Source: an optimization exercise on an open RTL-to-GDS flow (aim: small area). Production flows keep margins and buffers that such runs may drop.
Function was checked by simulation only, so behaviour that the tests miss may differ from the original.
No driver is modelled on the clock port, so clocking that relies on it looks cheaper here than on a real chip.
Power is estimated from default activity; no workload was simulated.

// hayward_rx
module hayward_rx (
    input  wire        clk,
    input  wire        rst,           
    input  wire        line_in,       
    input  wire        tick,          
    output wire        frame_valid,
    output wire [95:0] frame_data,    
    output wire        frame_long,    
    output wire        frame_heater,  
    output wire        diag_valid,
    output wire [3:0]  diag_code,
    output wire [3:0]  diag_trig,
    output wire [3:0]  diag_len
);
    wire        rec_valid;
    wire        rec_lo_bit;
    wire [6:0]  dq;
    wire        dr_zero;
    wire        short_win;
    wire        edge_seen;
    hrx_capture u_capture (
        .clk        (clk),
        .rst        (rst),
        .line_in    (line_in),
        .tick       (tick),
        .rec_valid  (rec_valid),
        .rec_lo_bit (rec_lo_bit),
        .dq         (dq),
        .dr_zero    (dr_zero),
        .lo_bit     (short_win),
        .edge_seen  (edge_seen)
    );
    wire s_idle, s_pre, s_bit1, s_bit0, s_inv;
    hrx_classify u_classify (
        .lo_bit   (rec_lo_bit),
        .dq       (dq),
        .dr_zero  (dr_zero),
        .hi_short (short_win),
        .s_idle   (s_idle),
        .s_pre    (s_pre),
        .s_bit1   (s_bit1),
        .s_bit0   (s_bit0),
        .s_inv    (s_inv)
    );
    wire idle_timeout = !edge_seen && s_idle;
    hrx_framer u_framer (
        .clk          (clk),
        .rst          (rst),
        .sym_valid    (rec_valid),
        .s_idle       (s_idle),
        .s_pre        (s_pre),
        .s_bit1       (s_bit1),
        .s_bit0       (s_bit0),
        .s_inv        (s_inv),
  ...
==> flow/config.mk <==
export PLATFORM = sky130hd
export DESIGN_NAME = hayward_rx
export DESIGN_NICKNAME = hayward_rx
export VERILOG_FILES = /design/flow/design.v
export SDC_FILE = /design/flow/constraint.sdc
export NUM_CORES = 4
export LEC_CHECK = 0
export CAP_MARGIN = 20
export CORE_MARGIN = 2
export CORE_UTILIZATION = 55
export PLACE_DENSITY = 0.8
export SLEW_MARGIN = 20
==> flow/constraint.sdc <==
create_clock -name core_clock -period 10.0 [get_ports {clk}]
set_input_delay 2.0000 -clock core_clock [delete_from_list [all_inputs] [get_ports {clk}]]
set_output_delay 2.0000 -clock core_clock [all_outputs]
set_load 0.01 [all_outputs]
standard.sh (not shown) runs the stock make flow with config.mk's settings and CLKGATE_MAP_FILE= SYNTH_SCRIPT=/design/flow/synth_recipe.tcl, a recipe that flattens the netlist after the stock synthesis.
==> flow/flow/run.sh <==
#!/bin/bash
# The standard ORFS layout (the standard.sh) with these changes:
#  - synthesis maps the logic with an area-oriented ABC script (synth.tcl,
#    area.script) and leaves adders to ABC instead of the adder map; the
#    registers are the standard synthesis's;
#  - ports are buffered with the smallest buffer, sky130_fd_sc_hd__buf_1;
#  - the clock tree is built without dummy loads, and clock buffers are
#    downsized where the clock slew allows (post_cts.tcl);
#  - power recovery downsizes cells on paths with positive slack.
# Each tool's full output is in orfs/logs/ (one log per step); make's own
# output is in standard.log.
set -euo pipefail
F=$PWD/flow
export FLOW_ABC_SCRIPT=$F/area.script
bash standard.sh \
  "SYNTH_SCRIPT=$F/synth.tcl" \
  "ADDER_MAP_FILE=" \
  "BUFFER_PORTS_ARGS=-buffer_cell sky130_fd_sc_hd__buf_1" \
  "CTS_ARGS=-sink_clustering_enable -repair_clock_nets -dont_use_dummy_load -buf_list {sky130_fd_sc_hd__clkbuf_4 sky130_fd_sc_hd__clkbuf_8}" \
  "POST_CTS_TCL=$F/post_cts.tcl" \
  "RECOVER_POWER=100" \
  finish > standard.log 2>&1
==> flow/flow/area.script <==
strash
&get -n
&fraig -x
&put
scorr
dc2
strash
&get -n
&deepsyn -T 30
&put
dch -f
amap -m
==> flow/flow/post_cts.tcl <==
proc max_ff_clk_slew {} {
  set m 0
  foreach pin [get_pins -hierarchical */CLK] {
    set s [get_property $pin slew_max]
    if {$s > $m} { set m $s }
  }
  return $m
}
set_propagated_clock [all_clocks]
estimate_parasitics -placement
puts "post_cts: max flip-flop clock slew [max_ff_clk_slew]"
foreach {from to} {sky130_fd_sc_hd__clkbuf_8 sky130_fd_sc_hd__clkbuf_4} {
  foreach inst [get_cells -filter "ref_name == $from" *] {
    replace_cell $inst $to
    estimate_parasitics -placement
    set m [max_ff_clk_slew]
    if {$m > 0.105} {
      replace_cell $inst $from
      estimate_parasitics -placement
    } else {
      puts "post_cts: [get_full_name $inst] -> $to (max slew $m)"
    }
  }
}
puts "post_cts: max flip-flop clock slew [max_ff_clk_slew]"
detailed_placement
Other scripts of this flow, unchanged in this note and not shown: flow/flow/synth.tcl
The baseline ran to the end with no violations.
Change:
==> flow/flow/area.script (replaced) <==
strash
&get -n
&fraig -x
&put
scorr
dc2
strash
&get -n
&deepsyn -T 30
&dch -f
&nf -R 1000 -p -E 100
&put
--- a/flow/flow/post_cts.tcl
+++ b/flow/flow/post_cts.tcl
@@ -7,13 +7,16 @@
   return $m
 }
+set limit 0.118
 set_propagated_clock [all_clocks]
 estimate_parasitics -placement
 puts "post_cts: max flip-flop clock slew [max_ff_clk_slew]"
-foreach {from to} {sky130_fd_sc_hd__clkbuf_8 sky130_fd_sc_hd__clkbuf_4} {
+foreach {from to} {sky130_fd_sc_hd__clkbuf_8 sky130_fd_sc_hd__clkbuf_4
+                   sky130_fd_sc_hd__clkbuf_4 sky130_fd_sc_hd__clkbuf_2
+                   sky130_fd_sc_hd__clkbuf_2 sky130_fd_sc_hd__clkbuf_1} {
   foreach inst [get_cells -filter "ref_name == $from" *] {
     replace_cell $inst $to
     estimate_parasitics -placement
     set m [max_ff_clk_slew]
-    if {$m > 0.105} {
+    if {$m > $limit} {
       replace_cell $inst $from
       estimate_parasitics -placement
- CORE_UTILIZATION: 55 -> 40
- PLACE_DENSITY: 0.8 -> default
The changed run completed with no timing, DRC or antenna violations.
Worst setup slack gets better by 0.36 ns.
Area after synthesis grows by 1.8%.
Combinational power shrinks by 9.7%.
Sequential share of layout area shrinks by 1.2 points.
First-iteration DRC count grows by 20%.
Cell count grows by 0.86%.
Wire length shrinks by 3.5%.
Register-to-register slack gets better by 0.51 ns.
Change:
==> flow/flow/post_cts.tcl (replaced) <==
proc max_ff_clk_slew {} {
  set m 0
  foreach pin [get_pins -hierarchical */CLK] {
    set s [get_property $pin slew_max]
    if {$s > $m} { set m $s }
  }
  return $m
}
set_propagated_clock [all_clocks]
estimate_parasitics -placement
puts "post_cts: max flip-flop clock slew [max_ff_clk_slew]"
foreach {from to} {sky130_fd_sc_hd__clkbuf_8 sky130_fd_sc_hd__clkbuf_4} {
  foreach inst [get_cells -filter "ref_name == $from" *] {
    replace_cell $inst $to
    estimate_parasitics -placement
    set m [max_ff_clk_slew]
    if {$m > 0.105} {
      replace_cell $inst $from
      estimate_parasitics -placement
    } else {
      puts "post_cts: [get_full_name $inst] -> $to (max slew $m)"
    }
  }
}
puts "post_cts: max flip-flop clock slew [max_ff_clk_slew]"
detailed_placement
Result: Sequential power is about the same. Global-route usage stays the same. Total power goes up by 0.65%. Via count is about the same. Setup slack loses 0.0074 ns. Final area hardly moves. Synthesized cell count stays the same. Wire length barely changes.
Change:
==> flow/flow/area.script (replaced) <==
strash
&get -n
&fraig -x
&put
scorr
dc2
strash
&get -n
&deepsyn -T 30
&put
dch -f
amap -m
Utilization grows by 0.98 points.
Global-route usage grows by 0.51 points.
Setup slack gets better by 0.022 ns.
Final area shrinks by 1.4%.
Via count grows by 5.2%.
Final cell count grows by 4.7%.
Count of clock-buffer cells in the layout is unchanged.
Clock power grows by 8.8%.
Wire length grows by 1.9%.
Maximum frequency grows by 0.44%.

==> what the ideal ports hide <==
Ports are ideal in the flow. The routed layouts listed here were re-timed in OpenROAD. Step 1 (the two cells are an assumption about what drives the block):
set clk [get_ports {clk}]
set_driving_cell -lib_cell sky130_fd_sc_hd__clkbuf_16 $clk
set_driving_cell -lib_cell sky130_fd_sc_hd__buf_2 [delete_from_list [all_inputs] $clk]
Step 2, shift: input delay + t, output delay - t, t = (earliest + latest rising clock arrival at the registers) / 2. This alone moves slack from input paths to output paths. Slacks: ideal / step 1 / step 2; pairs: ideal / step 1.
run	t (ns)	setup WS [ns]	worst setup path after step 2
the first run	0.531	4.723 / 4.723 / 4.723	register to register
the second run	0.623	5.083 / 5.053 / 4.595	input to register
the third run	0.502	5.075 / 5.085 / 4.583	input to register
the fourth run	0.540	5.097 / 5.097 / 4.770	input to register
After both steps every run listed still meets setup and hold. For the third run, which loses most, drivers alone change the setup slack by +0.010 ns; drivers and shift together by -0.492 ns.
